Source: an optimization exercise on an open RTL-to-GDS flow (aim: small area, a short achievable clock period and few clock cycles per item). Production flows keep margins and buffers that such runs may drop. Only simulation tests tie the RTL to the original design; equivalence was not proved. Power figures rest on the tool's default switching activity, not on a simulated workload.

==> try-sierra <==
// tilt_eq
module tilt_eq (
    input  wire        clk,
    input  wire        rst,           
    input  wire        cfg_we,
    input  wire [3:0]  cfg_addr,
    input  wire [31:0] cfg_wdata,
    input  wire        prep,          
    input  wire        in_valid,
    output wire        in_ready,
    input  wire        in_ch,
    input  wire [31:0] in_data,
    output reg         out_valid,
    output reg         out_ch,
    output reg  [31:0] out_data,
    output reg         idle
);
==> module tilt_eq, before the edit <==
module tilt_eq (
    input  wire        clk,
    input  wire        rst,           
    input  wire        cfg_we,
    input  wire [3:0]  cfg_addr,
    input  wire [31:0] cfg_wdata,
    input  wire        prep,          
    input  wire        in_valid,
    output wire        in_ready,
    input  wire        in_ch,
    input  wire [31:0] in_data,
    output reg         out_valid,
    output reg         out_ch,
    output reg  [31:0] out_data,
    output reg         idle
);
    localparam [31:0] ONE = 32'h3F800000;
    integer i;
    reg  [11:0] ph;
    reg         clr_r;
    always @(posedge clk) begin
        if (rst) ph <= 12'b0000_0100_0000;    
        else     ph <= {ph[10:0], ph[11]};
        clr_r       <= rst | prep;
    end
    assign in_ready = ph[6];
    reg [31:0] coef [0:9];
    always @(posedge clk) begin
        for (i = 0; i < 10; i = i + 1)
            if (cfg_we && !rst && cfg_addr == i)
                coef[i] <= cfg_wdata;
            else if (clr_r)
                coef[i] <= (i == 0 || i == 5) ? ONE : 32'd0;
    end
    reg  [31:0] x0;
    reg         vin, chin;        
    reg         va, cha, byp0;    
    reg         vb, chb, byp1;    
    reg         vo, cho;          
    reg  [1:0]  cnt;              
    wire acc  = in_valid & ph[6] & ~rst;
    wire outn = vo & ph[5];       
    always @(posedge clk) begin
        if (ph[6]) x0 <= in_data;
        if (ph[6])  begin vin <= in_valid; chin <= in_ch; end
        if (ph[10] & ~clr_r) begin va <= vin; cha <= chin; byp0 <= va & (cha == chin); end
        if (ph[4] & ~clr_r)  begin
            vb <= va; chb <= cha; byp1 <= vb & (chb == cha);
            vo <= vb; cho <= chb;
        end
        if (clr_r) begin
            va <= 1'b0; vb <= 1'b0; vo <= 1'b0;
        end
        if (rst) begin
            out_valid <= 1'b0;
            cnt  <= 2'd0;
            idle <= 1'b1;
        end else begin
            out_valid <= outn;
            cnt  <= acc ? (outn ? cnt : cnt + 2'd1) : (outn ? cnt - 2'd1 : cnt);
            idle <= acc ? 1'b0 : (cnt == {1'b0, outn});
        end
    end
    reg  [31:0] y0, y1;           
    reg  [31:0] mx, mc;
    wire [31:0] a_y;              
    wire [124:0] m_pp;
    reg  [124:0] m_pp_r;
    wire [41:0] m_ps;
    reg  [41:0] m_ps_r;
    wire [31:0] m_y;
    reg  [31:0] mr;
    always @(posedge clk) begin
        case (1'b1)
            ph[1] | ph[6] | ph[7]: mx <= x0;
            ph[2] | ph[9]:         mx <= a_y;
            ph[10]:                mx <= y1;
            default:               mx <= y0;
        endcase
        case (1'b1)
            ph[11]:  mc <= coef[7];
            ph[1]:   mc <= coef[1];
            ph[2]:   mc <= coef[3];
            ph[3]:   mc <= coef[5];
            ph[5]:   mc <= coef[4];
            ph[6]:   mc <= coef[2];
            ph[7]:   mc <= coef[0];
            ph[8]:   mc <= coef[6];
            ph[9]:   mc <= coef[8];
            default: mc <= coef[9];
        endcase
    end
    fp_mul_pp  u_mpp (.a(mx), .b(mc), .pp(m_pp));
    fp_mul_sum u_msm (.pp(m_pp_r), .ps(m_ps));
    fp_mul_rnd u_mrn (.ps(m_ps_r), .y(m_y));
    always @(posedge clk) begin
        m_pp_r <= m_pp;
        m_ps_r <= m_ps;
        mr     <= m_y;
    end
    reg [31:0] hist [0:7];
    reg  [31:0] xr, yr;
    reg  [31:0] hsel;
    always @* begin
        case (1'b1)
            ph[11]:  hsel = hist[{cha, 2'b00}];
            ph[3]:   hsel = hist[{chb, 2'b11}];
            ph[6]:   hsel = hist[{chb, 2'b10}];
            default: hsel = hist[{cha, 2'b01}];
        endcase
    end
    always @(posedge clk) begin
        case (1'b1)
            (ph[11] & byp0) | (ph[6] & byp1): xr <= a_y;
            ph[11] | ph[3] | ph[6] | ph[8]:   xr <= hsel;
            default:                          xr <= {mr[31] ^ (ph[2] | ph[9]), mr[30:0]};
        endcase
        case (1'b1)
            ph[11]:                yr <= mr;
            ph[3] | ph[8]:         yr <= a_y;
            default:               yr <= {m_y[31] ^ (ph[0] | ph[5]), m_y[30:0]};
        endcase
    end
    wire [68:0] a_al;
    reg  [68:0] a_al_r;
    wire [69:0] a_sm;
    reg  [69:0] a_sm_r;
    reg  [7:0]  a_wh1, a_wh2;     
    fp_add_al u_aal (.a(xr), .b(yr), .al(a_al));
    fp_add_sm u_asm (.al(a_al_r), .sm(a_sm));
    fp_add_nr u_anr (.sm(a_sm_r), .y(a_y));
    always @(posedge clk) begin
        a_al_r <= a_al;
        a_sm_r <= a_sm;
        for (i = 0; i < 8; i = i + 1)
            a_wh1[i] <= (
                (ph[9]  & va & (i == {cha, 2'b00})) |
                (ph[10] & va & (i == {cha, 2'b01})) |
                (ph[4]  & vb & (i == {chb, 2'b10})) |
                (ph[3]  & vb & (i == {chb, 2'b11})));
        a_wh2 <= clr_r ? 8'd0 : a_wh1;   
        if (ph[2]) y0 <= a_y;
        if (ph[9]) y1 <= a_y;
        for (i = 0; i < 8; i = i + 1)
            if (clr_r)        hist[i] <= 32'd0;
            else if (a_wh2[i]) hist[i] <= a_y;
    end
    always @(posedge clk) begin
        out_data <= y1;
        out_ch   <= cho;
    end
endmodule
export LEC_CHECK = 0
export CAP_MARGIN = 20
export CORE_MARGIN = 2
export CORE_UTILIZATION = 50
export CTS_CLUSTER_DIAMETER = 140
export CTS_CLUSTER_SIZE = 20
export SLEW_MARGIN = 20
create_clock -name core_clock -period 22.0 [get_ports {clk}]
standard.sh (not shown) runs the stock make flow with config.mk's settings and CLKGATE_MAP_FILE= SYNTH_SCRIPT=/design/flow/synth_recipe.tcl, a recipe that flattens the netlist after the stock synthesis.
==> flow/flow/run.sh <==
#!/bin/bash
# Layout: the standard flow (standard.sh) on every step, with ORFS's
# timing repair asked to reach further than the clock period requires
# (repair_timing's setup margin, SETUP_SLACK_MARGIN) and to work only on the
# worst endpoints (TNS_END_PERCENT). The clock, the SDC and every other
# setting stay as the standard flow has them. make's full output goes to
# flow_make.log in this folder; each ORFS step also keeps its own log under
# orfs/logs/.
set -euo pipefail
read -r MARGIN TNS < flow/repair.txt
bash standard.sh SETUP_SLACK_MARGIN="$MARGIN" TNS_END_PERCENT="$TNS" finish > flow_make.log 2>&1
==> flow/flow/repair.txt <==
17 5
==> try-willow (differences from try-sierra) <==
--- a/flow/design.v
+++ b/flow/design.v
@@ -2262,9 +2262,15 @@
     reg [31:0] coef [0:9];
+    reg [9:0]  cv;
     always @(posedge clk) begin
         for (i = 0; i < 10; i = i + 1)
-            if (cfg_we && !rst && cfg_addr == i)
+            if (cfg_we && !rst && cfg_addr == i) begin
                 coef[i] <= cfg_wdata;
-            else if (clr_r)
-                coef[i] <= (i == 0 || i == 5) ? ONE : 32'd0;
-    end
+                cv[i]   <= 1'b1;
+            end else if (clr_r) begin
+                cv[i]   <= 1'b0;
+            end
+    end
+    function automatic [31:0] cread(input integer k);
+        cread = cv[k] ? coef[k] : ((k == 0 || k == 5) ? ONE : 32'd0);
+    endfunction
     reg  [31:0] x0;
@@ -2315,12 +2321,12 @@
         case (1'b1)
-            ph[11]:  mc <= coef[7];
-            ph[1]:   mc <= coef[1];
-            ph[2]:   mc <= coef[3];
-            ph[3]:   mc <= coef[5];
-            ph[5]:   mc <= coef[4];
-            ph[6]:   mc <= coef[2];
-            ph[7]:   mc <= coef[0];
-            ph[8]:   mc <= coef[6];
-            ph[9]:   mc <= coef[8];
-            default: mc <= coef[9];
+            ph[11]:  mc <= cread(7);
+            ph[1]:   mc <= cread(1);
+            ph[2]:   mc <= cread(3);
+            ph[3]:   mc <= cread(5);
+            ph[5]:   mc <= cread(4);
+            ph[6]:   mc <= cread(2);
+            ph[7]:   mc <= cread(0);
+            ph[8]:   mc <= cread(6);
+            ph[9]:   mc <= cread(8);
+            default: mc <= cread(9);
         endcase
@@ -2336,11 +2342,14 @@
     reg [31:0] hist [0:7];
+    reg [7:0]  hv;
     reg  [31:0] xr, yr;
     reg  [31:0] hsel;
+    reg  [2:0]  hidx;
     always @* begin
         case (1'b1)
-            ph[11]:  hsel = hist[{cha, 2'b00}];
-            ph[3]:   hsel = hist[{chb, 2'b11}];
-            ph[6]:   hsel = hist[{chb, 2'b10}];
-            default: hsel = hist[{cha, 2'b01}];
+            ph[11]:  hidx = {cha, 2'b00};
+            ph[3]:   hidx = {chb, 2'b11};
+            ph[6]:   hidx = {chb, 2'b10};
+            default: hidx = {cha, 2'b01};
         endcase
+        hsel = hv[hidx] ? hist[hidx] : 32'd0;
     end
@@ -2379,4 +2388,8 @@
         for (i = 0; i < 8; i = i + 1)
-            if (clr_r)        hist[i] <= 32'd0;
-            else if (a_wh2[i]) hist[i] <= a_y;
+            if (clr_r) begin
+                hv[i]   <= 1'b0;
+            end else if (a_wh2[i]) begin
+                hist[i] <= a_y;
+                hv[i]   <= 1'b1;
+            end
     end
==> flow/flow/run.sh (replaced) <==
#!/bin/bash
# Layout: the standard flow (standard.sh) on every step, with ORFS's
# timing repair asked to reach further than the clock period requires and
# given more freedom. flow/make_vars.txt lists the ORFS settings passed to
# make on top of the standard ones:
#   SETUP_SLACK_MARGIN    repair_timing's setup margin (ns)
#   TNS_END_PERCENT       share of the failing endpoints repair_timing works on

# The clock, the SDC and every other setting stay as the standard flow has
# them. make's full output goes to flow_make.log in this folder; each ORFS
# step also keeps its own log under orfs/logs/.
set -euo pipefail
mapfile -t VARS < <(grep -v '^[[:space:]]*$' flow/make_vars.txt)
bash standard.sh "${VARS[@]}" finish > flow_make.log 2>&1
==> flow/flow/make_vars.txt (new file) <==
SETUP_SLACK_MARGIN=16.4
TNS_END_PERCENT=5
--- a/flow/config.mk
+++ b/flow/config.mk
@@ -9,3 +9,3 @@
 export CORE_MARGIN = 2
-export CORE_UTILIZATION = 50
+export CORE_UTILIZATION = 60
 export CTS_CLUSTER_DIAMETER = 140
removed: flow/flow/repair.txt
==> summary of the runs <==
Between try-willow and try-sierra, the lower final area is in try-willow (gap about 5.6%, measured against try-sierra). Between try-sierra and try-willow, the lower area after synthesis is in try-willow (gap 6.0%, measured against try-willow). Of try-willow and try-sierra, try-sierra has the higher worst hold slack (gap 7.0 ps). Count of clock-buffer cells in the layout: try-sierra is lower than try-willow (8). Sequential power: try-sierra is smaller than try-willow (about 5%). Total power: try-willow is smaller than try-sierra (about 8%). Against try-sierra, the global-route usage of try-willow is higher by 4.3 points. Between try-sierra and try-willow, the lower wire length is in try-willow (gap about 14%, measured against try-willow).
==> figures <==
metric                                                           try-willow  try-sierra
Outcome                                    no timing/DRC/antenna violations  no timing/DRC/antenna violations
DPL Wire Length                                                      156 mm      176 mm
Non-clk bufs                                                            281         308
Number of enable-type register cells in the synthesized netlist         679         423
Post-cts repair resize count                                              7         236
Number of clock buffers in the layout                                   111         103
WP buf/inv                                                                2           1
Total of fill cells in the finished design                             9902       14.3k
Worst-case hold path end point                                   m_ps_r[37]  a_sm_r[68]
Path depth of the worst reg2reg path                                     22          14
Fraction of area in registers                                         0.392       0.337
Fraction of area in non-clock buffers                                0.0321      0.0317
Clock tree sinks                                                       1225        1207
Cell taking the most area after synthesis                          edfxtp_1     dfxtp_1
Area of the multi-input gates                                    38800 um^2  45800 um^2
Leakage power                                                     0.0321 uW   0.0341 uW
Data required, critical path                                       22380 ps    17600 ps
Testbench counts of try-sierra, summed over its fixed seeds: cycles 79,988, items 6,601.
Testbench counts of try-willow, summed over its fixed seeds: cycles 79,988, items 6,601.

[static timing again, ports no longer ideal]
How much do the figures lean on ideal ports? The routed layouts below were timed once more, with nothing changed but the port constraints. Step 1 sets driving cells, clkbuf_16 on the clock port and buf_2 on the other inputs (assumed; they add their load-dependent delay and slew). Step 2, shift: input delay + t, output delay - t, t = (earliest + latest rising clock arrival at the registers) / 2. This alone moves slack from input paths to output paths. Slacks: ideal ports / drivers / drivers and shift; pairs: ideal ports / drivers.
run | t, ns | setup slack, ns | latest minus earliest clock arrival (ns) | slew at the worst register clock pin (ns) | pins driven straight from the clock port
try-sierra | 0.796 | 16.387 / 16.298 / 15.827 | 0.059 / 0.058 | 0.10 / 0.10 | 1
try-willow | 0.780 | 16.305 / 16.274 / 15.582 | 0.075 / 0.075 | 0.09 / 0.09 | 1
After both steps every run listed still meets setup and hold. For try-willow, which loses most, drivers alone change the setup slack by -0.031 ns; drivers and shift together by -0.723 ns.
